This design comes from an exercise in tuning for small area, a short achievable clock period and few clock cycles per item on the open sky130 flow, not from production work. At most, simulation tests tie the RTL to the original design; equivalence was not proved. The RTL of run 1 was laid out without a check of its function.

### config.mk
export PLATFORM = sky130hd
export DESIGN_NAME = sha256_hex
export DESIGN_NICKNAME = sha256_hex
export VERILOG_FILES = /design/flow/design.v
export SDC_FILE = /design/flow/constraint.sdc
export NUM_CORES = 4
export LEC_CHECK = 0
export CAP_MARGIN = 20
export CORE_MARGIN = 2
export CORE_UTILIZATION = 40
export CTS_CLUSTER_DIAMETER = 100
export CTS_CLUSTER_SIZE = 22
export PLACE_DENSITY = 0.6
export SETUP_SLACK_MARGIN = 5.0
export SLEW_MARGIN = 30
### constraint.sdc
create_clock -name core_clock -period 10.0 [get_ports {clk}]
set_input_delay 2.0000 -clock core_clock [delete_from_list [all_inputs] [get_ports {clk}]]
set_output_delay 2.0000 -clock core_clock [all_outputs]
set_load 0.01 [all_outputs]
### design.v
module sha256_hex (
  input  wire         clk,
  input  wire         rst,         
  input  wire         in_valid,
  output wire         in_ready,
  input  wire [7:0]   in_data,
  input  wire         in_keep,     
  input  wire         in_last,     
  output wire         out_valid,
  input  wire         out_ready,
  output wire [511:0] out_hex      
);
  localparam [255:0] H_INIT = {
    32'h6a09e667, 32'hbb67ae85, 32'h3c6ef372, 32'ha54ff53a,
    32'h510e527f, 32'h9b05688c, 32'h1f83d9ab, 32'h5be0cd19};
  localparam [1:0] P_LOAD  = 2'd0,    
                   P_SCHED = 2'd1,    
                   P_END   = 2'd2,    
                   P_SHIFT = 2'd3;    
  reg  [23:0] acc;         
  reg  [1:0]  na;          
  reg         adone;       
  localparam FD = 8;
  localparam FW = 3;                       
  reg  [36:0]   fq [0:FD-1];
  reg  [FW:0]   fcnt;
  reg  [FW-1:0] frd, fwr;
  wire [36:0]   fhead   = fq[frd];
  wire [31:0]   wb      = fhead[36:5];   
  wire [2:0]    wb_nb   = fhead[4:2];    
  wire          wb_last = fhead[1];      
  wire          wb_p80  = fhead[0];      
  wire          wb_v    = (fcnt != 0);
  wire        wb_take;     
  wire        wb_free = (fcnt != FD) || wb_take;
  reg    rdy;
  assign in_ready = rdy;
  wire   beat     = in_valid && rdy;
  wire [2:0]  n_cur  = adone ? {1'b0, na} : ({1'b0, na} + {2'b0, in_keep});
  wire        l_cur  = adone || in_last;
  wire [31:0] b_cur  = {acc, in_data};
  wire        ncase  = adone ? 1'b0 : 1'b1;    
  reg  [31:0] w_pack;
  integer j;
  always @(*) begin
    for (j = 0; j < 4; j = j + 1) begin
      if (j < na)
        w_pack[31-8*j -: 8] = acc[23-8*j -: 8];
      else if (j == na && ncase && in_keep)
        w_pack[31-8*j -: 8] = in_data;
      else if (j == n_cur && l_cur)
        w_pack[31-8*j -: 8] = 8'h80;
      else
        w_pack[31-8*j -: 8] = 8'h00;
    end
  end
  wire emit_beat = beat && ((in_keep && na == 2'd3) || in_last);
  wire emit      = (adone || emit_beat) && wb_free;
  wire [1:0]    na_n    = emit ? 2'd0 : (beat ? na + {1'b0, in_keep} : na);
  wire          adone_n = emit ? 1'b0 : (beat ? in_last : adone);
  wire [FW:0]   fcnt_n  = fcnt + (emit ? 1'b1 : 1'b0) - (wb_take ? 1'b1 : 1'b0);
  reg  [1:0]   ph;
  reg  [5:0]   k;           
  reg  [5:0]   kidx;        
  reg  [1:0]   ucnt;        
  reg          v1, v2;      
  reg  [511:0] win;         
  reg  [31:0]  hk;          
  reg  [31:0]  a, b, c, d, e, f, g, h;
  reg  [127:0] hsa;        
  reg  [127:0] hse;        
  reg  [15:0]  mlen;
  reg          pend;        
  reg          p80;         
  reg          fin;         
  reg          first;       
  reg          ufin, ufirst;   
  reg          ivl;         
  reg          hsg;         
  reg          ov;
  reg [31:0] k_t;
  always @(*) begin
    case (kidx)
      6'd0:  k_t = 32'h428a2f98; 6'd1:  k_t = 32'h71374491;
      6'd2:  k_t = 32'hb5c0fbcf; 6'd3:  k_t = 32'he9b5dba5;
      6'd4:  k_t = 32'h3956c25b; 6'd5:  k_t = 32'h59f111f1;
      6'd6:  k_t = 32'h923f82a4; 6'd7:  k_t = 32'hab1c5ed5;
      6'd8:  k_t = 32'hd807aa98; 6'd9:  k_t = 32'h12835b01;
      6'd10: k_t = 32'h243185be; 6'd11: k_t = 32'h550c7dc3;
      6'd12: k_t = 32'h72be5d74; 6'd13: k_t = 32'h80deb1fe;
      6'd14: k_t = 32'h9bdc06a7; 6'd15: k_t = 32'hc19bf174;
      6'd16: k_t = 32'he49b69c1; 6'd17: k_t = 32'hefbe4786;
      6'd18: k_t = 32'h0fc19dc6; 6'd19: k_t = 32'h240ca1cc;
      6'd20: k_t = 32'h2de92c6f; 6'd21: k_t = 32'h4a7484aa;
      6'd22: k_t = 32'h5cb0a9dc; 6'd23: k_t = 32'h76f988da;
      6'd24: k_t = 32'h983e5152; 6'd25: k_t = 32'ha831c66d;
      6'd26: k_t = 32'hb00327c8; 6'd27: k_t = 32'hbf597fc7;
      6'd28: k_t = 32'hc6e00bf3; 6'd29: k_t = 32'hd5a79147;
      6'd30: k_t = 32'h06ca6351; 6'd31: k_t = 32'h14292967;
      6'd32: k_t = 32'h27b70a85; 6'd33: k_t = 32'h2e1b2138;
      6'd34: k_t = 32'h4d2c6dfc; 6'd35: k_t = 32'h53380d13;
      6'd36: k_t = 32'h650a7354; 6'd37: k_t = 32'h766a0abb;
      6'd38: k_t = 32'h81c2c92e; 6'd39: k_t = 32'h92722c85;
      6'd40: k_t = 32'ha2bfe8a1; 6'd41: k_t = 32'ha81a664b;
      6'd42: k_t = 32'hc24b8b70; 6'd43: k_t = 32'hc76c51a3;
      6'd44: k_t = 32'hd192e819; 6'd45: k_t = 32'hd6990624;
      6'd46: k_t = 32'hf40e3585; 6'd47: k_t = 32'h106aa070;
      6'd48: k_t = 32'h19a4c116; 6'd49: k_t = 32'h1e376c08;
      6'd50: k_t = 32'h2748774c; 6'd51: k_t = 32'h34b0bcb5;
      6'd52: k_t = 32'h391c0cb3; 6'd53: k_t = 32'h4ed8aa4a;
      6'd54: k_t = 32'h5b9cca4f; 6'd55: k_t = 32'h682e6ff3;
      6'd56: k_t = 32'h748f82ee; 6'd57: k_t = 32'h78a5636f;
      6'd58: k_t = 32'h84c87814; 6'd59: k_t = 32'h8cc70208;
      6'd60: k_t = 32'h90befffa; 6'd61: k_t = 32'ha4506ceb;
      6'd62: k_t = 32'hbef9a3f7; default: k_t = 32'hc67178f2;
    endcase
  end
  wire in_load = (ph == P_LOAD) || (ph == P_END && ucnt[1] && ufin) ||
                 (ph == P_SHIFT && ucnt[1]);
  wire slot_ok = (k[3:0] != 4'd15) || !ov;
  wire load_ok = in_load && slot_ok && (pend || wb_v);
  assign wb_take = in_load && slot_ok && !pend && wb_v;
  wire [31:0] w1  = win[479:448];
  wire [31:0] w2  = win[447:416];
  wire [31:0] w10 = win[191:160];
  wire [31:0] w14 = win[63:32];
  wire [31:0] ss0   = {w2[6:0], w2[31:7]} ^ {w2[17:0], w2[31:18]} ^ (w2 >> 3);
  wire [31:0] ss1   = {w14[16:0], w14[31:17]} ^ {w14[18:0], w14[31:19]} ^ (w14 >> 10);
  reg  [31:0] sp;
  wire [31:0] w_new = ss1 + sp;
  wire        len_slot = fin && (k[3:0] == 4'd15);
  wire [31:0] w_pad = !p80 ? 32'h80000000 : (len_slot ? {13'd0, mlen, 3'd0} : 32'd0);
  wire [31:0] w_load = pend ? w_pad : wb;
  wire        ins = load_ok || (ph == P_SCHED);
  wire [31:0] w_ins = (ph == P_SCHED) ? w_new : w_load;
  wire put80 = load_ok && (pend ? !p80 : wb_p80);
  wire [31:0] bs1 = {e[5:0], e[31:6]} ^ {e[10:0], e[31:11]} ^ {e[24:0], e[31:25]};
  wire [31:0] bs0 = {a[1:0], a[31:2]} ^ {a[12:0], a[31:13]} ^ {a[21:0], a[31:22]};
  wire [31:0] ch  = (e & f) ^ (~e & g);
  wire [31:0] maj = (a & b) ^ (a & c) ^ (b & c);
  wire [31:0] as1 = hk ^ maj ^ ch;
  wire [31:0] ac1 = {(hk[30:0] & maj[30:0]) | (hk[30:0] & ch[30:0]) | (maj[30:0] & ch[30:0]), 1'b0};
  wire [31:0] as2 = bs1 ^ bs0 ^ as1;
  wire [31:0] ac2 = {(bs1[30:0] & bs0[30:0]) | (bs1[30:0] & as1[30:0]) | (bs0[30:0] & as1[30:0]), 1'b0};
  wire [31:0] as3 = as2 ^ ac2 ^ ac1;
  wire [31:0] ac3 = {(as2[30:0] & ac2[30:0]) | (as2[30:0] & ac1[30:0]) | (ac2[30:0] & ac1[30:0]), 1'b0};
  wire [31:0] es1 = d ^ hk ^ ch;
  wire [31:0] ec1 = {(d[30:0] & hk[30:0]) | (d[30:0] & ch[30:0]) | (hk[30:0] & ch[30:0]), 1'b0};
  wire [31:0] es2 = bs1 ^ es1 ^ ec1;
  wire [31:0] ec2 = {(bs1[30:0] & es1[30:0]) | (bs1[30:0] & ec1[30:0]) | (es1[30:0] & ec1[30:0]), 1'b0};
  wire [31:0] a_new, e_new;
  wire [31:0] ka_p0 = as3 ^ ac3, ka_g0 = as3 & ac3;
  wire [31:0] ke_p0 = es2 ^ ec2, ke_g0 = es2 & ec2;
  wire [31:0] ka_g1, ka_p1, ka_g2, ka_p2, ka_g3, ka_p3, ka_g4, ka_p4, ka_g5;
  wire [31:0] ke_g1, ke_p1, ke_g2, ke_p2, ke_g3, ke_p3, ke_g4, ke_p4, ke_g5;
  genvar i;
  generate
    for (i = 0; i < 32; i = i + 1) begin : g_ks
      if (i >= 1) begin : l1
        assign ka_g1[i] = ka_g0[i] | (ka_p0[i] & ka_g0[i-1]);
        assign ka_p1[i] = ka_p0[i] & ka_p0[i-1];
        assign ke_g1[i] = ke_g0[i] | (ke_p0[i] & ke_g0[i-1]);
        assign ke_p1[i] = ke_p0[i] & ke_p0[i-1];
      end else begin : l1
        assign ka_g1[i] = ka_g0[i];  assign ka_p1[i] = ka_p0[i];
        assign ke_g1[i] = ke_g0[i];  assign ke_p1[i] = ke_p0[i];
      end
      if (i >= 2) begin : l2
        assign ka_g2[i] = ka_g1[i] | (ka_p1[i] & ka_g1[i-2]);
        assign ka_p2[i] = ka_p1[i] & ka_p1[i-2];
        assign ke_g2[i] = ke_g1[i] | (ke_p1[i] & ke_g1[i-2]);
        assign ke_p2[i] = ke_p1[i] & ke_p1[i-2];
      end else begin : l2
        assign ka_g2[i] = ka_g1[i];  assign ka_p2[i] = ka_p1[i];
        assign ke_g2[i] = ke_g1[i];  assign ke_p2[i] = ke_p1[i];
      end
      if (i >= 4) begin : l3
        assign ka_g3[i] = ka_g2[i] | (ka_p2[i] & ka_g2[i-4]);
        assign ka_p3[i] = ka_p2[i] & ka_p2[i-4];
        assign ke_g3[i] = ke_g2[i] | (ke_p2[i] & ke_g2[i-4]);
        assign ke_p3[i] = ke_p2[i] & ke_p2[i-4];
      end else begin : l3
        assign ka_g3[i] = ka_g2[i];  assign ka_p3[i] = ka_p2[i];
        assign ke_g3[i] = ke_g2[i];  assign ke_p3[i] = ke_p2[i];
      end
      if (i >= 8) begin : l4
        assign ka_g4[i] = ka_g3[i] | (ka_p3[i] & ka_g3[i-8]);
        assign ka_p4[i] = ka_p3[i] & ka_p3[i-8];
        assign ke_g4[i] = ke_g3[i] | (ke_p3[i] & ke_g3[i-8]);
        assign ke_p4[i] = ke_p3[i] & ke_p3[i-8];
      end else begin : l4
        assign ka_g4[i] = ka_g3[i];  assign ka_p4[i] = ka_p3[i];
        assign ke_g4[i] = ke_g3[i];  assign ke_p4[i] = ke_p3[i];
      end
      if (i >= 16) begin : l5
        assign ka_g5[i] = ka_g4[i] | (ka_p4[i] & ka_g4[i-16]);
        assign ke_g5[i] = ke_g4[i] | (ke_p4[i] & ke_g4[i-16]);
      end else begin : l5
        assign ka_g5[i] = ka_g4[i];
        assign ke_g5[i] = ke_g4[i];
      end
    end
  endgenerate
  assign a_new = ka_p0 ^ {ka_g5[30:0], 1'b0};
  assign e_new = ke_p0 ^ {ke_g5[30:0], 1'b0};
  wire step0 = (ph == P_SCHED) && (k == 6'd63);
  wire sh_n  = (ph == P_END && ucnt == 2'd3 && !ufin) || (ph == P_SHIFT && ucnt != 2'd3);
  wire hstep = step0 || (ph == P_END);
  reg [31:0] iva_u, ive_u;                 
  always @(*) begin
    case (step0 ? 2'd0 : ucnt)
      2'd0: begin iva_u = 32'ha54ff53a; ive_u = 32'h5be0cd19; end
      2'd1: begin iva_u = 32'h3c6ef372; ive_u = 32'h1f83d9ab; end
      2'd2: begin iva_u = 32'hbb67ae85; ive_u = 32'h9b05688c; end
      default: begin iva_u = 32'h6a09e667; ive_u = 32'h510e527f; end
    endcase
  end
  wire [31:0] ua_sum = (ufirst ? iva_u : hsa[31:0]) + a;
  wire [31:0] ue_sum = (ufirst ? ive_u : hse[31:0]) + e;
  always @(posedge clk) begin
    if (rst) begin
      na     <= 2'd0;
      adone  <= 1'b0;
      fcnt   <= 0;
      rdy    <= 1'b1;
      frd    <= 0;
      fwr    <= 0;
      ph     <= P_LOAD;
      ucnt   <= 2'd0;
      ivl    <= 1'b1;              
      k      <= 6'd0;
      v1     <= 1'b0;
      v2     <= 1'b0;
      hsg    <= 1'b0;
      mlen   <= 16'd0;
      pend   <= 1'b0;
      p80    <= 1'b0;
      fin    <= 1'b0;
      first  <= 1'b1;
      ov     <= 1'b0;
    end else begin
      if (emit) begin
        fq[fwr] <= {w_pack, n_cur, l_cur, l_cur && !n_cur[2]};
        fwr     <= (fwr == FD - 1) ? 0 : fwr + 1'b1;
        na      <= 2'd0;
        adone   <= 1'b0;
      end else begin
        if (beat) begin
          if (in_keep)
            acc[23-8*na -: 8] <= in_data;
          na    <= na + {1'b0, in_keep};
          adone <= in_last;
        end
      end
      if (wb_take)
        frd <= (frd == FD - 1) ? 0 : frd + 1'b1;
      fcnt <= fcnt_n;
      rdy  <= !adone_n && (na_n != 2'd3 || fcnt_n != FD);
      v1 <= ins;
      v2 <= v1;
      if (ins) begin
        win  <= {win[479:0], w_ins};
        kidx <= k;
        k    <= k + 6'd1;
      end
      hsg <= v1 || sh_n;
      if (load_ok) begin
        if (!pend) begin
          mlen <= mlen + {13'd0, wb_nb};
          if (wb_last) pend <= 1'b1;
        end
        if (put80) begin
          p80 <= 1'b1;
          if (k[3:0] <= 4'd13) fin <= 1'b1;
        end else if (k[3:0] == 4'd0 && pend && p80)
          fin <= 1'b1;
      end
      ivl <= 1'b0;
      if (ph == P_SCHED && k == 6'd62) begin
        ufin   <= fin;
        ufirst <= first;
        first  <= fin;
        fin    <= 1'b0;
        if (fin) begin
          pend <= 1'b0;
          p80  <= 1'b0;
          mlen <= 16'd0;
        end
      end
      case (ph)
        P_LOAD:  if (load_ok && k[3:0] == 4'd15) ph <= P_SCHED;
        P_SCHED: if (k == 6'd63) begin
          ph   <= P_END;
          ucnt <= 2'd1;
        end
        P_END: begin
          ucnt <= ucnt + 2'd1;
          if (ucnt == 2'd2 && ufin)
            ivl <= 1'b1;
          if (ucnt == 2'd3) begin
            ph   <= ufin ? P_LOAD : P_SHIFT;
            ucnt <= 2'd0;
            if (ufin) ov <= 1'b1;
          end
        end
        default: begin
          ucnt <= ucnt + 2'd1;
          if (ucnt == 2'd3)
            ph <= P_LOAD;
        end
      endcase
      if (ov && out_ready) ov <= 1'b0;
    end
    hk <= k_t + win[31:0] + (ivl ? 32'h5be0cd19 : (hsg ? g : h));
    sp <= w1 + ss0 + w10;
    if (v2)
      {a, b, c, d, e, f, g, h} <= {a_new, a, b, c, e_new, e, f, g};
    else if (ivl)
      {a, b, c, d, e, f, g, h} <= H_INIT;
    else if (ph == P_SHIFT)
      {a, b, c, d, e, f, g, h} <= {hsa[31:0], a, b, c, hse[31:0], e, f, g};
    if (hstep) begin
      hsa <= {ua_sum, hsa[127:32]};
      hse <= {ue_sum, hse[127:32]};
    end else if (ph == P_SHIFT) begin
      hsa <= {hsa[31:0], hsa[127:32]};
      hse <= {hse[31:0], hse[127:32]};
    end
  end
  assign out_valid = ov;
  wire [255:0] hsx = {hsa, hse};
  genvar q;
  generate
    for (q = 0; q < 64; q = q + 1) begin : g_hex
      wire [3:0] nib = hsx[255 - 4*q -: 4];
      wire       ltr = nib[3] & (nib[2] | nib[1]);
      assign out_hex[511 - 8*q -: 8] = {1'b0, ltr, 1'b1, ~ltr,
                                        nib[3] & ~ltr,
                                        ltr ? (nib[2] & (nib[1] | nib[0])) : nib[2],
                                        ltr ? ~(nib[1] ^ nib[0]) : nib[1],
                                        nib[0] ^ ltr};
    end
  endgenerate
endmodule
### run.sh
#!/bin/bash
# synth_recipe.tcl (not shown) runs the flow's synth.tcl, then flattens the netlist and writes it again
# the make line also repeats each setting of config.mk as NAME=value (left out here)
make -C /OpenROAD-flow-scripts/flow DESIGN_CONFIG=/design/flow/config.mk WORK_HOME=/design/flow/orfs CLKGATE_MAP_FILE= SYNTH_SCRIPT=/design/flow/synth_recipe.tcl finish
==> results of run 1 <==
flip-flops by register name (all words and copies together) (netlist names), 24 cells and up, named ones only:
signal / count
k_t: 32
c: 32
e: 32
acc: 24
hk: 32
hsa: 128
a: 32
hse: 128
win: 480
fq: 296
d: 32
g: 32
h: 32
b: 32
sp: 32
f: 32
how the worst min path moves through the flow:
stage	start	to	cells after the start
finish	win[252]$_DFFE_PP_	win[284]$_DFFE_PP_	0
global route	win[302]$_DFFE_PP_	win[334]$_DFFE_PP_	0
floorplan	win[68]$_DFFE_PP_	win[100]$_DFFE_PP_	0
CTS	win[333]$_DFFE_PP_	win[365]$_DFFE_PP_	0
global placement	win[285]$_DFFE_PP_	win[317]$_DFFE_PP_	0
detailed placement	win[71]$_DFFE_PP_	win[103]$_DFFE_PP_	0
layout make-up:
| class | count | area [sq um] |
|---|---|---|
| Fill cell | 17800 | 106000 |
| Sequential cell | 1468 | 42600 |
| Multi-Input combinational cell | 4037 | 32200 |
| Timing Repair Buffer | 551 | 5340 |
| Tap cell | 2624 | 3280 |
| Inverter | 709 | 2670 |
| Clock buffer | 122 | 2250 |
| Clock inverter | 24 | 355 |
| Antenna cell | 4 | 10.0 |
cells by family (layout without fill, tap and decap cells):
family | Yosys count | in the layout | share of synthesized area (%)
XOR/XNOR | 510 | 510 | 5.69
flip-flops | 1468 | 1468 | 54.2
multiplexers | 185 | 185 | 3.62
AO/OA/AOI/OAI | 1347 | 1347 | 10.7
other | 2 | 132 | 0.00956
AND/OR/NAND/NOR | 1305 | 1305 | 8.19
adder cells (fa/ha/maj) | 562 | 562 | 11.1
buffers and inverters | 1150 | 1406 | 6.48
worst max-delay path, cell delays in order, from the launching register on:
cell and delay [ns]:
edfxtp_1 0.45, a21o_1 0.17, o21ai_2 0.07, fa_1 0.53, inv_2 0.04, fa_1 0.55, fa_1 0.46, ha_4 0.19
fa_2 0.39, a21o_1 0.17, a21oi_2 0.16, o211ai_1 0.13, and2_4 0.17, a41o_1 0.28, a31oi_4 0.26, o211ai_1 0.22
a311oi_2 0.26, xor2_1 0.18, a22oi_1 0.08
what timing repair did:
item / in CTS / in global routing
resized for setup: 62 / 104
buffers inserted: 53 / 33
gates cloned: 0 / 1
hold endpoints to repair: 0 / 0
pin swaps: 17 / 44
setup endpoints to repair: 295 / 83
layout by cell type, fill, tap and decap left out, types with 128 or more instances in the layout:
cell type / n
dfxtp_1: 138
conb_1: 128
a21oi_1: 287
nand2b_1: 141
xnor2_1: 374
fa_1: 221
nor2_1: 273
xor2_1: 131
ha_1: 316
clkdlybuf4s50_1: 399
nand2_1: 354
buf_4: 130
o21ai_0: 352
inv_1: 699
edfxtp_1: 1320
routing by layer:
| layer | part of all wire, % | routed length [microns] | up-vias | track usage [%] |
|---|---|---|---|---|
| li1 | - | - | 23300 | - |
| met1 | 45 | 102000 | 25800 | 32.4 |
| met2 | 45 | 102000 | 1735 | 33.9 |
| met3 | 7.1 | 16000 | 279 | 3.50 |
| met4 | 2.3 | 5080 | 8 | 4.65 |
| met5 | 0.021 | 48 | - | 0 |
metrics by stage:
step                      utilization (%)  cells  setup TNS (ns)  hold WS (ns)
after global routing                 45.5   9536               0         0.403
after floorplan                         -   6655          -55.97         0.400
after CTS                            45.1   9499               0         0.404
final                                45.5   9539               0         0.404
after global placement               43.4   9299               0         0.400
after detailed placement             43.4   9300               0         0.405
==> results.toml, run 1 <==
[clock_tree]
hold_buffers = 0
root_buffer = "clkbuf_16"
cts_sinks = 1468
cts_tree = "yes"
insertion_delay_ns = 0.77
htreeDepth = 3
numCtsBuffers = 83
clk_pin_slew_ns = 0.10
clk_path_buf_depth = 3

[sta]
setup_viol = 0
period_share_pct = 50.2
tightest_slew_ns = 1.04
finalCriticalPeriod_ns = 5.02
slew_viol_final = 0
final_hold_viol_count = 0
setup_ws_ns = 4.98
rsz0062_at_grt = "true"
fmax_mhz = 199
fin_skew_ns = 0.0523
relSlewSlack_pct = 30.9

[global_route]
grt_pass1_vias = 48600
antenna_found_initial = 12
grt_max_degree = 201
grt_pass1_wl_microns = 327000
grt-ovfl-total = 0
grtUsageTotal_pct = 21.9

[synthesis]
synth_warnings = 2
synth_seq_cells = 1468
synth_edf_count = 1320
yosysUniqueCellTypes = 90
syn_area_per_cell_sq_um = 12.0
synth_top_area_share_pct = 50.5
async_flop_share_pct = 0
netlist_top_cells_count = "edfxtp_1 (1320), inv_1 (705), o21ai_0 (383), xnor2_1 (378), nand2_1 (368)"
syn_area_sq_um = 78600
synth_cells = 6529
synth_top_flop_cell = "edfxtp_1"
ys_top_cells_by_area = "edfxtp_1 (50%), fa_1 (5.7%), ha_1 (5.4%)"
yosysSeqAreaShare_pct = 54.2
yosys.area.top_type = "edfxtp_1"
yosysMostFrequentCell = "edfxtp_1"

[route]
ant_nets = 0
drt_iter0_drc = 5127
drt-vias-per-instance = 5.37
wl_per_cell_microns = 23.6
vias = 51200
drc = 0
finalWirelength_microns = 225000
drtPass1Iterations = 6

[layout]
fin_nets = 7425
drive_above_1_share_pct = 7.81
fin_area_sq_um = 88800
syn_to_final_growth_pct = 13.0

[floorplanning]
rows = 162
ios = 528
fp.dieW_microns = 447
core-area_sq_um = 195000
start_util_pct = 40.3
die_h_microns = 447
dieArea_sq_um = 200000

[flow_run]
cap_violations = 0

[setup_path]
r2r_setup_slack_ns = 4.98
cp.required_ns = 10.51
worstSetupEndpointType = "register"
critPathCapture = "a[30]$_DFFE_PP_"
timing.rr.start = "a[2]$_DFFE_PP_"
critPathArrivalTime_ns = 5.53
cp_max_fo = 3
worstReg2RegEnd = "a[30]$_DFFE_PP_"
crit_type = "reg2reg"
cp-start-kind = "register"
reg2regPathDepth = 18
critical_path.startpoint = "a[2]$_DFFE_PP_"

[status]
outcome = "timing/DRC/antenna clean"

[placed_design]
post-dp-hpwl_microns = 161000
place_congestion = 0.923
place_area_sq_um = 84600
dp_slack_ns = 3.36
io_buffers = 399

[worst_hold_path]
min_path_type = "reg2reg"
==> run 2, diff against run 1 <==
--- a/design.v
+++ b/design.v
@@ -263,7 +263,9 @@
         kidx <= k;
         k    <= k + 6'd1;
       end
+      hk <= k_t + win[31:0] + (ivl ? 32'h5be0cd19 : (hsg ? g : h));
       hsg <= v1 || sh_n;
+      sp <= w1 + ss0 + w10;
       if (load_ok) begin
         if (!pend) begin
           mlen <= mlen + {13'd0, wb_nb};
@@ -311,8 +313,6 @@
       endcase
       if (ov && out_ready) ov <= 1'b0;
     end
-    hk <= k_t + win[31:0] + (ivl ? 32'h5be0cd19 : (hsg ? g : h));
-    sp <= w1 + ss0 + w10;
     if (v2)
       {a, b, c, d, e, f, g, h} <= {a_new, a, b, c, e_new, e, f, g};
     else if (ivl)
--- a/config.mk
+++ b/config.mk
@@ -8,8 +8,6 @@
 export CAP_MARGIN = 20
 export CORE_MARGIN = 2
 export CORE_UTILIZATION = 40
-export CTS_CLUSTER_DIAMETER = 100
-export CTS_CLUSTER_SIZE = 22
 export PLACE_DENSITY = 0.6
 export SETUP_SLACK_MARGIN = 5.0
 export SLEW_MARGIN = 30
==> results.toml, run 2 <==
[layout]
fin_area_sq_um = 92000
layout_common_cells = "edfxtp_1 (1384), inv_1 (720), clkdlybuf4s50_1 (399), xnor2_1 (385), nand2_1 (352)"
fin_nets = 7451
drive_above_1_share_pct = 9.82
reg.largest.list = "win: 480 flops, fq: 296 flops"
n_fill_cell = 17600
mostFrequentLayoutCell = "edfxtp_1"
regMostFlops = "win"
largest_reg_flops = 480
fin_cells = 9642
syn_to_final_growth_pct = 16.7
multiInputGateArea_sq_um = 31900
regArea_sq_um = 43300

[clock_tree]
clk_pin_slew_ns = 0.06
hold_buffers = 0
root_buffer = "clkbuf_16"
insertion_delay_ns = 0.82
cts_tree = "yes"
htreeDepth = 4
numCtsBuffers = 161
cts_sinks = 1468
clk_path_buf_depth = 3

[sta]
slew_viol_final = 0
tightest_slew_ns = 1.06
relSlewSlack_pct = 28.7
rsz0062_at_grt = "true"
finalCriticalPeriod_ns = 4.97
finalSetupTns_ns = 0
final_hold_viol_count = 0
fmax_mhz = 201
setup_viol = 0
setup_ws_ns = 5.03
period_share_pct = 49.7
fin_skew_ns = 0.0333

[placed_design]
place_congestion = 0.970
io_buffers = 399
place_area_sq_um = 85100
dp_slack_ns = 4.00
dp.cells = 9246
post-dp-hpwl_microns = 161000

[floorplanning]
start_util_pct = 40.4
dieArea_sq_um = 201000
rows = 162
ios = 528
die_h_microns = 448
fp.dieW_microns = 448
core-area_sq_um = 195000

[setup_path]
worstSetupEndpointType = "register"
crit_chain = "xnor2_1 -> xnor2_1 -> fa_1 -> inv_1 -> fa_1 -> inv_2 -> ha_4 -> a21oi_2 -> o211ai_1 -> a21oi_2 -> nor2b_2 -> a211o_1 -> a211o_1 -> a31o_2 -> a21oi_2 -> xor2_1 -> a22oi_1"
reg2regPathDepth = 17
crit_type = "reg2reg"
cp.required_ns = 10.53
crit_buf_inv = 2
critPathCapture = "a[25]$_DFFE_PP_"
timing.rr.start = "a[17]$_DFFE_PP_"
cp_max_fo = 7
slowest_delay_ns = 0.65
critical_path.startpoint = "a[17]$_DFFE_PP_"
r2r_setup_slack_ns = 5.03
path_common_cell = "a21oi_2"
cp-start-kind = "register"
cp_slowest_cell = "edfxtp_1"
critPathTopFamily = "compound AO/OA/AOI/OAI gates"
cp.depth = 17
worstReg2RegEnd = "a[25]$_DFFE_PP_"
critPathArrivalTime_ns = 5.51

[route]
drt-vias-per-instance = 5.32
drtPass1Iterations = 8
vias = 51300
ant_nets = 0
drc = 0
drt_iter0_drc = 5319
finalWirelength_microns = 223000
wl_per_cell_microns = 23.1

[synthesis]
yosysMostFrequentCell = "edfxtp_1"
syn_area_per_cell_sq_um = 12.2
synth_seq_cells = 1468
async_flop_share_pct = 0
synth_top_area_share_pct = 52.7
netlist_top_cells_count = "edfxtp_1 (1384), inv_1 (729), xnor2_1 (389), o21ai_0 (367), nand2_1 (362)"
synth_edf_count = 1384
synth_cells = 6457
yosysUniqueCellTypes = 89
ys_top_cells_by_area = "edfxtp_1 (53%), fa_1 (5.7%), ha_1 (5.3%)"
yosys.area.top_type = "edfxtp_1"
synth_top_flop_cell = "edfxtp_1"
synth_warnings = 2
yosysSeqAreaShare_pct = 54.8
syn_area_sq_um = 78800

[global_route]
grt_pass1_wl_microns = 325000
grt_max_degree = 180
antenna_found_initial = 5
grtUsageTotal_pct = 21.8
grt-ovfl-total = 0
grt_pass1_vias = 49500

[status]
outcome = "timing/DRC/antenna clean"

[worst_hold_path]
holdPathStages = 0
min_path_type = "reg2reg"

[flow_run]
cap_violations = 0
==> run 2: area by class of cell <==
cell class                      instances  share of cell area, %
Timing Repair Buffer                  564                   5.93
Clock buffer                          194                   4.52
Sequential cell                      1468                   47.0
Antenna cell                            3                0.00816
Multi-Input combinational cell       3951                   34.7
Clock inverter                        108                   1.27
Tap cell                             2624                   3.57
Inverter                              730                   2.99
==> run 2: what timing repair did <==
action,in CTS,in global routing
setup buffers,44,45
endpoints found under the setup margin,78,64
gates resized for setup,82,101
pin swaps,19,59
hold endpoints to repair,0,0
==> run 2: layer usage <==
metal / routed length (microns) / global-route usage, %
met3: 15800 / 3.91
met4: 5290 / 5.57
met2: 102000 / 33.5
met5: 35 / 0
met1: 100000 / 31.8
==> run 2: per-stage QoR <==
stage / hold WS [ns] / utilization [%]
floorplan: 0.400 / -
global placement: 0.400 / 43.5
detailed placement: 0.405 / 43.6
CTS: 0.406 / 46.6
global route: 0.412 / 47.1
finish: 0.407 / 47.1
==> run 2: worst min-delay path by stage <==
stage | endpoint | slack (ns) | startpoint
floorplan | win[100]$_DFFE_PP_ | 0.40 | win[68]$_DFFE_PP_
global placement | win[155]$_DFFE_PP_ | 0.40 | win[123]$_DFFE_PP_
detailed placement | win[123]$_DFFE_PP_ | 0.40 | win[91]$_DFFE_PP_
CTS | win[284]$_DFFE_PP_ | 0.41 | win[252]$_DFFE_PP_
global route | win[284]$_DFFE_PP_ | 0.41 | win[252]$_DFFE_PP_
finish | win[284]$_DFFE_PP_ | 0.41 | win[252]$_DFFE_PP_
==> run 2: cell families after synthesis <==
| group | count (synthesis) | synth area share, % |
|---|---|---|
| DFF | 1468 | 54.8 |
| AOI/OAI and AO/OA | 1329 | 10.6 |
| and+or+nand+nor | 1227 | 7.63 |
| buffers and inverters | 1164 | 6.50 |
| adders and majority gates | 562 | 11.0 |
| xor gates and xnor gates | 525 | 5.83 |
| muxes | 180 | 3.51 |
| other | 2 | 0.00953 |
Testbench counts of run 2, summed over its fixed seeds: cycles 17,308, items 192.
==> run 3, diff against run 2 <==
--- a/design.v
+++ b/design.v
@@ -22,14 +22,14 @@
   reg         adone;       
   localparam FD = 8;
   localparam FW = 3;                       
-  reg  [36:0]   fq [0:FD-1];
+  reg  [35:0]   fq [0:FD-1];
   reg  [FW:0]   fcnt;
   reg  [FW-1:0] frd, fwr;
-  wire [36:0]   fhead   = fq[frd];
-  wire [31:0]   wb      = fhead[36:5];   
-  wire [2:0]    wb_nb   = fhead[4:2];    
-  wire          wb_last = fhead[1];      
-  wire          wb_p80  = fhead[0];      
+  wire [35:0]   fhead   = fq[frd];
+  wire [31:0]   wb      = fhead[35:4];   
+  wire          wb_last = fhead[3];      
+  wire          wb_p80  = fhead[2];      
+  wire [2:0]    wb_nb   = wb_p80 ? {1'b0, fhead[1:0]} : 3'd4;   
   wire          wb_v    = (fcnt != 0);
   wire        wb_take;     
   wire        wb_free = (fcnt != FD) || wb_take;
@@ -240,7 +240,7 @@
       ov     <= 1'b0;
     end else begin
       if (emit) begin
-        fq[fwr] <= {w_pack, n_cur, l_cur, l_cur && !n_cur[2]};
+        fq[fwr] <= {w_pack, l_cur, l_cur && !n_cur[2], n_cur[1:0]};
         fwr     <= (fwr == FD - 1) ? 0 : fwr + 1'b1;
         na      <= 2'd0;
         adone   <= 1'b0;
@@ -263,9 +263,7 @@
         kidx <= k;
         k    <= k + 6'd1;
       end
-      hk <= k_t + win[31:0] + (ivl ? 32'h5be0cd19 : (hsg ? g : h));
       hsg <= v1 || sh_n;
-      sp <= w1 + ss0 + w10;
       if (load_ok) begin
         if (!pend) begin
           mlen <= mlen + {13'd0, wb_nb};
@@ -313,6 +311,8 @@
       endcase
       if (ov && out_ready) ov <= 1'b0;
     end
+    hk <= k_t + win[31:0] + (ivl ? 32'h5be0cd19 : (hsg ? g : h));
+    sp <= w1 + ss0 + w10;
     if (v2)
       {a, b, c, d, e, f, g, h} <= {a_new, a, b, c, e_new, e, f, g};
     else if (ivl)
--- a/config.mk
+++ b/config.mk
@@ -8,6 +8,9 @@
 export CAP_MARGIN = 20
 export CORE_MARGIN = 2
 export CORE_UTILIZATION = 40
+export CTS_CLUSTER_DIAMETER = 100
+export CTS_CLUSTER_SIZE = 22
 export PLACE_DENSITY = 0.6
 export SETUP_SLACK_MARGIN = 5.0
 export SLEW_MARGIN = 30
+export TNS_END_PERCENT = 5
==> results.toml, run 3 <==
[layout]
largest_reg_flops = 480
reg.largest.list = "win: 480 flops, fq: 288 flops"
fin_nets = 7479
fin_cells = 9594
drive_above_1_share_pct = 7.60
regMostFlops = "win"
layout_common_cells = "edfxtp_1 (1312), inv_1 (709), clkdlybuf4s50_1 (399), o21ai_0 (374), xnor2_1 (362)"
mostFrequentLayoutCell = "edfxtp_1"
syn_to_final_growth_pct = 12.8

[route]
ant_nets = 0
drtPass1Iterations = 7
drt-vias-per-instance = 5.34
drc = 0
vias = 51200
drt_iter0_drc = 5074
finalWirelength_microns = 221000
wl_per_cell_microns = 23.0

[sta]
fmax_mhz = 194
slew_viol_final = 0
final_hold_viol_count = 0
relSlewSlack_pct = 28.9
finalSetupTns_ns = 0
fin_skew_ns = 0.0628
rsz0062_at_grt = "true"
period_share_pct = 51.6
setup_viol = 0
tightest_slew_ns = 1.05
finalCriticalPeriod_ns = 5.16

[global_route]
grt_pass1_vias = 49000
grt_max_degree = 155
grt_pass1_wl_microns = 323000
antenna_found_initial = 6
grt-ovfl-total = 0
grtUsageTotal_pct = 21.5

[placed_design]
io_buffers = 399
dp.cells = 9349
place_congestion = 0.923
post-dp-hpwl_microns = 158000

[synthesis]
synth_adder_area_share_pct = 11.1
syn_area_sq_um = 78700
yosysSeqAreaShare_pct = 53.8
synth_cells = 6586
synth_compound_area_share_pct = 11.0
synth-simple-area-share_pct = 8.48
async_flop_share_pct = 0
synth_top_family_by_area = "adder cells"
synth-xor-area-share_pct = 5.53
synth_seq_cells = 1460
syn_area_per_cell_sq_um = 12.0
synth_edf_count = 1312
ys_top_cells_by_area = "edfxtp_1 (50%), fa_1 (5.7%), ha_1 (5.4%)"
yosys.area.top_type = "edfxtp_1"
muxShareOfSynthArea_pct = 3.60
yosysUniqueCellTypes = 94
yosysMostFrequentCell = "edfxtp_1"
synth_top_area_share_pct = 50.0
synth_warnings = 2
netlist_top_cells_count = "edfxtp_1 (1312), inv_1 (712), o21ai_0 (401), nand2_1 (370), xnor2_1 (370)"
synth_top_flop_cell = "edfxtp_1"

[setup_path]
cp.required_ns = 10.52
cp-start-kind = "register"
crit_type = "reg2reg"
worstSetupEndpointType = "register"
critPathArrivalTime_ns = 5.68
cp_max_fo = 4

[floorplanning]
ios = 528
dieArea_sq_um = 200000
rows = 162
core-area_sq_um = 195000
fp.dieW_microns = 448
die_h_microns = 448
start_util_pct = 40.3

[clock_tree]
clk_pin_slew_ns = 0.11
insertion_delay_ns = 0.78
numCtsBuffers = 82
cts_sinks = 1460
htreeDepth = 3
clk_path_buf_depth = 3
root_buffer = "clkbuf_16"
hold_buffers = 0
cts_tree = "yes"

[flow_run]
cap_violations = 0

[worst_hold_path]
min_path_type = "reg2reg"

[status]
outcome = "timing/DRC/antenna clean"
[run 3: cell count changes after synthesis, moves of 19 or more]
cell | before | now
edfxtp_1 | 1384 | 1312
xnor2_1 | 389 | 370
o21ai_0 | 367 | 401
a21o_1 | 144 | 123
dfxtp_1 | 84 | 148
nand3_1 | 71 | 90
[run 3: final cells by class]
| class | count | area, sq um |
|---|---|---|
| fillers | 17800 | 106000 |
| well taps | 2624 | 3280 |
| diodes | 6 | 15.0 |
| clock inverters | 20 | 338 |
| clock buffers | 124 | 2260 |
| multi-input cells | 4092 | 32600 |
| repair buffers | 552 | 5340 |
| inverters | 716 | 2700 |
| flip-flops and latches | 1460 | 42400 |
[run 3: layer usage]
metal / wire length (microns) / global-route usage [%]
met1: 101000 / 31.9
met2: 99500 / 33.2
met5: 11 / 0
met3: 15700 / 3.31
met4: 4850 / 4.50
[run 3: final timing paths]
path,start,end,slack (ns),cells past startpoint
worst min-delay path,win[130]$_DFFE_PP_,win[162]$_DFFE_PP_,0.41,0
worst min register to register,win[130]$_DFFE_PP_,win[162]$_DFFE_PP_,0.41,0
worst max register to register,e[3]$_DFFE_PP_,a[28]$_DFFE_PP_,4.84,16
worst max-delay path,e[3]$_DFFE_PP_,a[28]$_DFFE_PP_,4.84,16
[run 3: cells by family (layout without fill, tap and decap cells)]
| kind of cell | count (synthesis) | count (layout) |
|---|---|---|
| AO/OA/AOI/OAI | 1386 | 1386 |
| XOR/XNOR | 497 | 497 |
| adder cells (fa/ha/maj) | 562 | 562 |
| buffers and inverters | 1161 | 1412 |
| flip-flops | 1460 | 1460 |
| multiplexers | 186 | 186 |
| other | 2 | 134 |
| AND/OR/NAND/NOR | 1332 | 1333 |
[run 3: timing repair]
action | 4_1_cts | 5_1_grt
gates cloned | 1 | 1
pin swaps | 9 | 27
setup buffers | 51 | 42
endpoints found under the setup margin | 261 | 252
resized for setup | 68 | 76
[run 3: per-stage QoR]
step / utilization (%) / setup WS, ns / hold WS [ns] / cell area [sq um]
2_1_floorplan: - / 1.52 / 0.400 / 79400
3_3_place_gp: 43.4 / 3.51 / 0.400 / 84700
3_5_place_dp: 43.4 / 3.40 / 0.405 / 84800
4_1_cts: 45.2 / 4.83 / 0.414 / 88200
5_1_grt: 45.5 / 4.69 / 0.427 / 88900
6_report: 45.5 / 4.84 / 0.412 / 88900
[run 3: worst max-delay path: stages (launching register included)]
cell and delay [ns]:
edfxtp_1 0.53, mux2i_4 0.26, fa_1 0.49, inv_1 0.06, fa_1 0.55, fa_1 0.47
fa_2 0.45, a211oi_4 0.25, o2111ai_2 0.19, a31o_4 0.28, a211o_1 0.35, a31oi_1 0.19
o21ai_2 0.15, a211o_1 0.28, a21oi_1 0.17, xor2_1 0.17, o22ai_1 0.10
Testbench counts of run 3, summed over its fixed seeds: cycles 17,308, items 192.
==> run 4, diff against run 3 <==
--- a/config.mk
+++ b/config.mk
@@ -13,4 +13,3 @@
 export PLACE_DENSITY = 0.6
 export SETUP_SLACK_MARGIN = 5.0
 export SLEW_MARGIN = 30
-export TNS_END_PERCENT = 5
==> results.toml, run 4 <==
[status]
outcome = "timing/DRC/antenna clean"

[floorplanning]
die_h_microns = 448
dieArea_sq_um = 200000
core-area_sq_um = 195000
ios = 528
rows = 162
fp.dieW_microns = 448
start_util_pct = 40.3

[setup_path]
timing.rr.start = "a[19]$_DFFE_PP_"
worstReg2RegEnd = "a[31]$_DFFE_PP_"
cp-start-kind = "register"
cp_max_fo = 7
critPathArrivalTime_ns = 5.57
worstSetupEndpointType = "register"
critical_path.startpoint = "a[19]$_DFFE_PP_"
r2r_setup_slack_ns = 4.94
crit_type = "reg2reg"
reg2regPathDepth = 14
cp.required_ns = 10.51

[route]
drt-vias-per-instance = 5.34
wl_per_cell_microns = 23.4
drc = 0
drtPass1Iterations = 6
vias = 51200
drt_iter0_drc = 5083
finalWirelength_microns = 225000
ant_nets = 0

[flow_run]
cap_violations = 0

[global_route]
grt_pass1_vias = 49300
grt-ovfl-total = 0
grtUsageTotal_pct = 21.9
grt_pass1_wl_microns = 328000
antenna_found_initial = 7
grt_max_degree = 153

[synthesis]
yosysSeqAreaShare_pct = 53.8
yosysMostFrequentCell = "edfxtp_1"
synth_seq_cells = 1460
ys_top_cells_by_area = "edfxtp_1 (50%), fa_1 (5.7%), ha_1 (5.4%)"
syn_area_per_cell_sq_um = 12.0
synth_edf_count = 1312
yosys.area.top_type = "edfxtp_1"
netlist_top_cells_count = "edfxtp_1 (1312), inv_1 (712), o21ai_0 (401), nand2_1 (370), xnor2_1 (370)"
syn_area_sq_um = 78700
synth_cells = 6586
async_flop_share_pct = 0
synth_warnings = 2
synth_top_flop_cell = "edfxtp_1"
yosysUniqueCellTypes = 94
synth_top_area_share_pct = 50.0

[placed_design]
post-dp-hpwl_microns = 161000
dp_slack_ns = 3.64
place_congestion = 0.938
io_buffers = 399
dp.cells = 9357

[clock_tree]
hold_buffers = 0
cts_tree = "yes"
root_buffer = "clkbuf_16"
clk_path_buf_depth = 3
insertion_delay_ns = 0.77
htreeDepth = 3
numCtsBuffers = 82
cts_sinks = 1460
clk_pin_slew_ns = 0.09

[sta]
relSlewSlack_pct = 30.4
finalSetupTns_ns = 0
final_hold_viol_count = 0
finalCriticalPeriod_ns = 5.06
tightest_slew_ns = 1.04
setup_ws_ns = 4.94
setup_viol = 0
fin_skew_ns = 0.0628
period_share_pct = 50.6
fmax_mhz = 198
holdWs_ns = 0.404
rsz0062_at_grt = "true"
slew_viol_final = 0

[worst_hold_path]
min_to = "win[321]$_DFFE_PP_"
min_path_type = "reg2reg"
holdPathStages = 0
hold_start = "win[289]$_DFFE_PP_"

[layout]
fin_cells = 9585
drive_above_1_share_pct = 7.84
reg.largest.list = "win: 480 flops, fq: 288 flops"
layout_common_cells = "edfxtp_1 (1312), inv_1 (705), clkdlybuf4s50_1 (399), o21ai_0 (364), xnor2_1 (364)"
multiInputGateArea_sq_um = 32800
largest_reg_flops = 480
regMostFlops = "win"
fin_nets = 7474
mostFrequentLayoutCell = "edfxtp_1"
regArea_sq_um = 42400
n_fill_cell = 17800
syn_to_final_growth_pct = 13.0
## run 4: changes by cell type in the layout (fill, tap and decap cells not counted), moves of 5 or more
cell     previous run  this run
o21ai_1            88        94
diode_2             6         1
inv_2               3         8
buf_4             130       124
o21ai_0           374       364
## run 4: critical path: stages (launching register included)
cell,delay [ns]
edfxtp_1,0.65
a21o_1,0.17
o21ai_0,0.14
fa_1,0.55
inv_1,0.06
fa_1,0.55
fa_1,0.41
ha_1,0.36
o21ai_0,0.25
nand2b_1,0.20
a22o_4,0.32
a31o_4,0.27
a311oi_2,0.31
nor3_1,0.10
or3b_2,0.44
## run 4: kinds of logic after synthesis
logic type | count (synthesis) | synth area share [%]
flops | 1460 | 53.8
compound gates | 1386 | 11.0
simple gates | 1332 | 8.48
buf+inv | 1161 | 6.58
fa+ha+maj | 562 | 11.1
xor+xnor | 497 | 5.53
mux | 186 | 3.60
other cells | 2 | 0.00954
## run 4: how the worst max path moves through the flow
stage | to | slack, ns | cells past startpoint
floorplan | k_t[11]$_DFF_P_ | 1.52 | 10
detailed placement | k_t[30]$_DFF_P_ | 3.64 | 10
finish | a[31]$_DFFE_PP_ | 4.94 | 14
global placement | k_t[30]$_DFF_P_ | 3.64 | 10
CTS | hse[127]$_DFFE_PP_ | 4.86 | 20
global route | hse[127]$_DFFE_PP_ | 4.68 | 21
## run 4: repair_timing
item	in CTS	in global routing
gates resized for setup	95	91
pin swaps	19	33
endpoints found under the setup margin	108	74
setup buffers	48	31
cloned	3	0
## run 4: area by class of cell
| cell class | count | area share [%] |
|---|---|---|
| multi-input cells | 4093 | 36.8 |
| clock buffers | 126 | 2.54 |
| flip-flops and latches | 1460 | 47.6 |
| well taps | 2624 | 3.69 |
| diodes | 1 | 0.00281 |
| repair buffers | 546 | 5.93 |
| clock inverters | 19 | 0.322 |
| inverters | 716 | 3.03 |
## run 4: per-layer routing
| layer | up-vias | wire (microns) | track usage [%] |
|---|---|---|---|
| li1 | 23500 | - | - |
| met1 | 25800 | 105000 | 33.1 |
| met2 | 1635 | 101000 | 33.6 |
| met3 | 265 | 14100 | 2.82 |
| met4 | 2 | 5030 | 4.97 |
| met5 | - | 34 | 0 |
## run 4: stage by stage
stage	utilization, %	instance area (sq um)
after CTS	45.2	88200
after global placement	43.4	84800
after detailed placement	43.5	84800
after global routing	45.6	89000
final	45.6	89000
after floorplan	-	79500
==> run 5, diff against run 4 <==
--- a/design.v
+++ b/design.v
@@ -149,7 +149,9 @@
   wire [31:0] es2 = bs1 ^ es1 ^ ec1;
   wire [31:0] ec2 = {(bs1[30:0] & es1[30:0]) | (bs1[30:0] & ec1[30:0]) | (es1[30:0] & ec1[30:0]), 1'b0};
   wire [31:0] a_new, e_new;
-  wire [31:0] ka_p0 = as3 ^ ac3, ka_g0 = as3 & ac3;
+  wire [31:0] ka_p0 = as3 ^ ac3;
+  wire [31:0] ka_t  = as3 | ac3;
+  wire [31:0] ka_g0 = as3 & ac3;
   wire [31:0] ke_p0 = es2 ^ ec2, ke_g0 = es2 & ec2;
   wire [31:0] ka_g1, ka_p1, ka_g2, ka_p2, ka_g3, ka_p3, ka_g4, ka_p4, ka_g5;
   wire [31:0] ke_g1, ke_p1, ke_g2, ke_p2, ke_g3, ke_p3, ke_g4, ke_p4, ke_g5;
@@ -157,12 +159,11 @@
   generate
     for (i = 0; i < 32; i = i + 1) begin : g_ks
       if (i >= 1) begin : l1
-        assign ka_g1[i] = ka_g0[i] | (ka_p0[i] & ka_g0[i-1]);
-        assign ka_p1[i] = ka_p0[i] & ka_p0[i-1];
+        assign ka_g1[i] = ka_g0[i] | ka_g0[i-1];
         assign ke_g1[i] = ke_g0[i] | (ke_p0[i] & ke_g0[i-1]);
         assign ke_p1[i] = ke_p0[i] & ke_p0[i-1];
       end else begin : l1
-        assign ka_g1[i] = ka_g0[i];  assign ka_p1[i] = ka_p0[i];
+        assign ka_g1[i] = ka_g0[i];
         assign ke_g1[i] = ke_g0[i];  assign ke_p1[i] = ke_p0[i];
       end
       if (i >= 2) begin : l2
@@ -201,7 +202,8 @@
       end
     end
   endgenerate
-  assign a_new = ka_p0 ^ {ka_g5[30:0], 1'b0};
+  assign ka_p1 = {ka_t[30:1] & ka_t[29:0], 2'b00};    
+  assign a_new = ka_p0 ^ {ka_t[30:0] & ka_g5[30:0], 1'b0};
   assign e_new = ke_p0 ^ {ke_g5[30:0], 1'b0};
   wire step0 = (ph == P_SCHED) && (k == 6'd63);
   wire sh_n  = (ph == P_END && ucnt == 2'd3 && !ufin) || (ph == P_SHIFT && ucnt != 2'd3);
==> results.toml, run 5 <==
[status]
outcome = "timing/DRC/antenna clean"

[synthesis]
netlist_top_cells_count = "edfxtp_1 (1312), inv_1 (780), xnor2_1 (402), nand2_1 (387), o21ai_0 (384)"
yosysSeqAreaShare_pct = 53.7
yosysUniqueCellTypes = 95
yosys.area.top_type = "edfxtp_1"
synth_top_flop_cell = "edfxtp_1"
synth_edf_count = 1312
syn_area_sq_um = 78900
synth_top_area_share_pct = 49.9
async_flop_share_pct = 0
synth_warnings = 2
ys_top_cells_by_area = "edfxtp_1 (50%), ha_1 (5.8%), fa_1 (5.7%)"
yosysMostFrequentCell = "edfxtp_1"
synth_cells = 6618
syn_area_per_cell_sq_um = 11.9
synth_seq_cells = 1460

[layout]
syn_to_final_growth_pct = 13.1
mostFrequentLayoutCell = "edfxtp_1"
drive_above_1_share_pct = 8.02
regMostFlops = "win"
post-route-util_pct = 45.4
largest_reg_flops = 480
fin_nets = 7561
layout_common_cells = "edfxtp_1 (1312), inv_1 (764), clkdlybuf4s50_1 (399), xnor2_1 (397), nand2_1 (376)"
n_fill_cell = 18100
reg.largest.list = "win: 480 flops, fq: 288 flops"

[clock_tree]
cts_sinks = 1460
numCtsBuffers = 83
htreeDepth = 3
root_buffer = "clkbuf_16"
clk_pin_slew_ns = 0.09
hold_buffers = 0
cts_tree = "yes"
clk_path_buf_depth = 3
insertion_delay_ns = 0.76

[route]
drt_iter0_drc = 4827
drc = 0
ant_nets = 0
vias = 51100
drt-vias-per-instance = 5.29
finalWirelength_microns = 224000
drtPass1Iterations = 6
wl_per_cell_microns = 23.2

[placed_design]
post-dp-hpwl_microns = 163000
place_congestion = 0.978
io_buffers = 399
dp_slack_ns = 3.91

[setup_path]
crit_buf_inv = 5
timing.rr.start = "e[2]$_DFFE_PP_"
reg2regPathDepth = 20
cp-start-kind = "register"
slowest_delay_ns = 0.60
worstReg2RegEnd = "a[26]$_DFFE_PP_"
critPathArrivalTime_ns = 5.53
worstSetupEndpointType = "register"
critPathTopFamily = "adder cells"
cp_max_fo = 3
cp_slowest_cell = "fa_1"
r2r_setup_slack_ns = 4.97
path_common_cell = "inv_2"
crit_chain = "buf_6 -> mux2i_4 -> fa_1 -> inv_2 -> fa_2 -> inv_2 -> fa_2 -> inv_2 -> ha_4 -> nor2_2 -> o31a_1 -> o21a_1 -> o21a_1 -> o32ai_4 -> a2111o_1 -> buf_12 -> a211oi_4 -> nor3_1 -> xnor2_1 -> o21ai_0"
cp.required_ns = 10.49
crit_type = "reg2reg"

[floorplanning]
rows = 163
die_h_microns = 448
dieArea_sq_um = 201000
fp.dieW_microns = 448
ios = 528
start_util_pct = 40.1
core-area_sq_um = 197000

[sta]
tightest_slew_ns = 1.10
finalSetupTns_ns = 0
setup_ws_ns = 4.97
rsz0062_at_grt = "true"
relSlewSlack_pct = 25.9
slew_viol_final = 0
final_hold_viol_count = 0
period_share_pct = 50.3
finalCriticalPeriod_ns = 5.03
fmax_mhz = 199
fin_skew_ns = 0.0455
setup_viol = 0

[global_route]
antenna_found_initial = 7
grtUsageTotal_pct = 21.9
grt_max_degree = 170
grt-ovfl-total = 0
grt_pass1_vias = 49600
grt_pass1_wl_microns = 328000

[worst_hold_path]
min_path_type = "reg2reg"
min_to = "win[321]$_DFFE_PP_"
hold_start = "win[289]$_DFFE_PP_"
holdPathStages = 0

[flow_run]
cap_violations = 0
[run 5: changes by cell type in the layout (fill, tap and decap cells not counted), sizes merged, moves of 13 or more]
cell / previous run / this run
inv: 723 / 793
xnor2: 370 / 402
ha: 337 / 366
buf: 146 / 174
a21o: 123 / 105
a211oi: 57 / 41
nand2: 372 / 388
o21ai: 469 / 453
xor2: 127 / 114
[run 5: cell families after synthesis]
family | Yosys count | synth area share [%]
DFF | 1460 | 53.7
buffers and inverters | 1228 | 6.81
other | 2 | 0.00952
and+or+nand+nor | 1302 | 8.15
muxes | 180 | 3.45
AOI/OAI and AO/OA | 1339 | 10.7
adders and majority gates | 591 | 11.5
xor gates and xnor gates | 516 | 5.73
[run 5: layer usage]
layer / vias to the layer above / track usage [%] / wire [microns]
met5: - / 0 / 18
met4: 2 / 4.94 / 5030
met3: 265 / 3.35 / 14300
met2: 1625 / 34.3 / 102000
met1: 25700 / 32.1 / 102000
li1: 23500 / - / -
[run 5: layout make-up]
class	instances	area (sq um)	share of cell area, %
Multi-Input combinational cell	4056	32500	36.5
Timing Repair Buffer	573	5490	6.15
Sequential cell	1460	42400	47.5
Tap cell	2640	3300	3.70
Clock inverter	29	354	0.397
Antenna cell	3	7.51	0.00841
Inverter	783	2940	3.30
Clock buffer	117	2210	2.48
[run 5: worst max-delay path by stage]
stage	startpoint	endpoint	slack [ns]	cells after the start
after floorplan	rst	k_t[5]$_DFF_P_	1.50	11
after global placement	rst	win[439]$_DFFE_PP_	3.71	6
after detailed placement	rst	win[422]$_DFFE_PP_	3.91	6
after CTS	ph[1]$_SDFFE_PP0P_	hse[126]$_DFFE_PP_	4.97	21
after global routing	e[4]$_DFFE_PP_	a[26]$_DFFE_PP_	4.80	19
final	e[2]$_DFFE_PP_	a[26]$_DFFE_PP_	4.97	20
[run 5: worst register-to-register path: cells and delay by family (launching register included)]
kind,cells,cell delay [ns]
AO/OA/AOI/OAI,7,1.52
adder cells (fa/ha/maj),4,1.83
flip-flops,1,0.38
multiplexers,1,0.19
XOR/XNOR,1,0.23
AND/OR/NAND/NOR,2,0.18
buffers and inverters,5,0.44
[run 5: timing repair]
| item | in CTS | in global routing |
|---|---|---|
| gates cloned | 0 | 0 |
| buffers inserted | 40 | 59 |
| pin swaps | 27 | 66 |
| resized for setup | 73 | 106 |
| setup endpoints to repair | 165 | 50 |
[run 5: through the flow]
stage	area [sq um]	hold slack, ns	cells
floorplan	79600	0.400	6744
global placement	85000	0.401	9411
detailed placement	85100	0.405	9412
CTS	88300	0.411	9598
global route	89200	0.423	9659
finish	89200	0.413	9661
Testbench counts of run 5, summed over its fixed seeds: cycles 17,308, items 192.
==> run 6, diff against run 5 <==
--- a/config.mk
+++ b/config.mk
@@ -9,7 +9,7 @@
 export CORE_MARGIN = 2
 export CORE_UTILIZATION = 40
 export CTS_CLUSTER_DIAMETER = 100
-export CTS_CLUSTER_SIZE = 22
+export CTS_CLUSTER_SIZE = 25
 export PLACE_DENSITY = 0.6
 export SETUP_SLACK_MARGIN = 5.0
 export SLEW_MARGIN = 30
==> results.toml, run 6 <==
[status]
outcome = "timing/DRC/antenna clean"

[global_route]
grt_pass1_wl_microns = 328000
grt_pass1_vias = 49600
antenna_found_initial = 4
grt-ovfl-total = 0
grt_max_degree = 170
grtUsageTotal_pct = 21.9

[synthesis]
synth_edf_count = 1312
ys_top_cells_by_area = "edfxtp_1 (50%), ha_1 (5.8%), fa_1 (5.7%)"
syn_area_per_cell_sq_um = 11.9
yosysSeqAreaShare_pct = 53.7
synth_top_area_share_pct = 49.9
yosysUniqueCellTypes = 95
syn_area_sq_um = 78900
yosys.area.top_type = "edfxtp_1"
yosysMostFrequentCell = "edfxtp_1"
async_flop_share_pct = 0
synth_top_flop_cell = "edfxtp_1"
netlist_top_cells_count = "edfxtp_1 (1312), inv_1 (780), xnor2_1 (402), nand2_1 (387), o21ai_0 (384)"
synth_seq_cells = 1460
synth_cells = 6618
synth_warnings = 2

[setup_path]
worstSetupEndpointType = "register"
cp_max_fo = 3
cp-start-kind = "register"
crit_type = "reg2reg"
cp.required_ns = 10.47
critPathArrivalTime_ns = 5.53

[layout]
regMostFlops = "win"
drive_above_1_share_pct = 8.25
fin_nets = 7567
mostFrequentLayoutCell = "edfxtp_1"
syn_to_final_growth_pct = 13.2
regArea_sq_um = 42400
n_fill_cell = 18100
multiInputGateArea_sq_um = 32600
reg.largest.list = "win: 480 flops, fq: 288 flops"
layout_common_cells = "edfxtp_1 (1312), inv_1 (770), clkdlybuf4s50_1 (399), xnor2_1 (398), nand2_1 (374)"
largest_reg_flops = 480

[clock_tree]
insertion_delay_ns = 0.77
hold_buffers = 0
cts_tree = "yes"
numCtsBuffers = 78
clk_pin_slew_ns = 0.10
htreeDepth = 3
root_buffer = "clkbuf_16"
cts_sinks = 1460
clk_path_buf_depth = 3

[sta]
fmax_mhz = 197
fin_skew_ns = 0.0487
setup_viol = 0
relSlewSlack_pct = 20.5
slew_viol_final = 0
rsz0062_at_grt = "true"
finalCriticalPeriod_ns = 5.06
final_hold_viol_count = 0
finalSetupTns_ns = 0
period_share_pct = 50.6
tightest_slew_ns = 1.18

[route]
drt_iter0_drc = 4872
drt-vias-per-instance = 5.31
vias = 51300
ant_nets = 0
drc = 0
drtPass1Iterations = 7
wl_per_cell_microns = 23.3
finalWirelength_microns = 225000

[floorplanning]
dieArea_sq_um = 201000
fp.dieW_microns = 448
ios = 528
start_util_pct = 40.1
rows = 163
core-area_sq_um = 197000
die_h_microns = 448

[placed_design]
post-dp-hpwl_microns = 163000
io_buffers = 399
place_congestion = 0.978

[flow_run]
cap_violations = 0

[worst_hold_path]
min_path_type = "reg2reg"
-- run 6: cell count changes in the layout (fill, tap and decap cells not counted), moves of 4 or more --
cell and change:
clkbuf_1 -6, inv_2 -6, inv_12 +4, buf_4 +8, clkinv_8 +4, inv_1 +6, clkbuf_16 -5
-- run 6: timing repair --
item,in CTS,in global routing
pin swaps,24,69
setup endpoints to repair,161,55
buffers inserted,43,67
resized for setup,79,110
cloned,0,0
-- run 6: layout make-up --
class / count / area share, %
Multi-Input combinational cell: 4056 / 36.5
Sequential cell: 1460 / 47.4
Clock buffer: 105 / 2.30
Antenna cell: 2 / 0.00560
Timing Repair Buffer: 584 / 6.26
Tap cell: 2640 / 3.70
Inverter: 783 / 3.30
Clock inverter: 33 / 0.521
-- run 6: metal layers --
metal,global-route usage (%),up-vias,wire length (microns)
li1,-,23500,-
met4,5.01,2,5230
met2,34.3,1564,102000
met3,3.29,263,13900
met5,0,-,18
met1,32.1,26000,103000
-- run 6: through the flow --
step	std cells	hold WS, ns	setup slack [ns]	cell area [sq um]	util, %
finish	9663	0.415	4.94	89300	45.4
global route	9662	0.423	4.82	89300	45.4
CTS	9593	0.421	4.96	88300	44.9
detailed placement	9412	0.405	3.91	85100	43.3
global placement	9411	0.401	3.71	85000	43.2
floorplan	6744	0.400	1.50	79600	-
-- run 6: kinds of logic (layout without fill, tap and decap cells) --
| family | count (synthesis) | after routing | synth area share [%] |
|---|---|---|---|
| AO/OA/AOI/OAI | 1339 | 1339 | 10.7 |
| XOR/XNOR | 516 | 516 | 5.73 |
| adder cells (fa/ha/maj) | 591 | 591 | 11.5 |
| buffers and inverters | 1228 | 1505 | 6.81 |
| flip-flops | 1460 | 1460 | 53.7 |
| multiplexers | 180 | 180 | 3.45 |
| other | 2 | 130 | 0.00952 |
| AND/OR/NAND/NOR | 1302 | 1302 | 8.15 |
-- run 6: path summary, 6_finish.rpt --
| path | cells after the start | endpoint | slack, ns | start |
|---|---|---|---|---|
| setup / recovery | 19 | a[20]$_DFFE_PP_ | 4.94 | e[3]$_DFFE_PP_ |
| hold / removal | 0 | win[337]$_DFFE_PP_ | 0.41 | win[305]$_DFFE_PP_ |
| setup reg to reg | 19 | a[20]$_DFFE_PP_ | 4.94 | e[3]$_DFFE_PP_ |
| hold reg to reg | 0 | win[337]$_DFFE_PP_ | 0.41 | win[305]$_DFFE_PP_ |
-- run 6: critical path: stages (launching register included) --
cell and delay, ns:
edfxtp_1 0.47, mux2i_4 0.23, fa_1 0.57, inv_2 0.06
fa_1 0.46, fa_2 0.59, buf_6 0.11, ha_4 0.12
nor2_1 0.04, o31a_1 0.26, o21a_1 0.21, o21a_1 0.23
o32ai_4 0.33, a2111o_1 0.37, buf_4 0.17, buf_6 0.08
nand2_2 0.04, a21oi_2 0.14, xnor2_1 0.17, o22ai_1 0.12

port drivers added, routing unchanged:
The results above use ideal ports. As a check the final layouts listed here were re-extracted and re-timed, cells and wires unchanged. Step 1 sets driving cells, clkbuf_16 on the clock port and buf_2 on the other inputs (assumed; they add their load-dependent delay and slew). Step 2 also shifts input and output timing later by t, the mid clock arrival at the registers, as if the neighbouring blocks saw the same clock. Three values: ideal, step 1, step 2; two values: the first two.
run | t, ns | setup WS [ns] | worst setup path after step 2 | worst slew at a driven data input, ns
run 1 | 0.828 | 4.977 / 4.977 / 4.228 | input to register | 0.04
run 2 | 0.895 | 5.026 / 5.026 / 4.359 | input to register | 0.05
run 3 | 0.828 | 4.843 / 4.843 / 4.146 | input to register | 0.07
run 4 | 0.822 | 4.944 / 4.944 / 4.261 | input to register | 0.05
run 5 | 0.828 | 4.967 / 4.967 / 4.408 | input to register | 0.05
run 6 | 0.829 | 4.935 / 4.935 / 4.393 | input to register | 0.05
After both steps setup and hold are still met in every run listed. The setup slack of run 1, which loses most, moves by 0.000 ns with the drivers and by -0.749 ns with both steps.
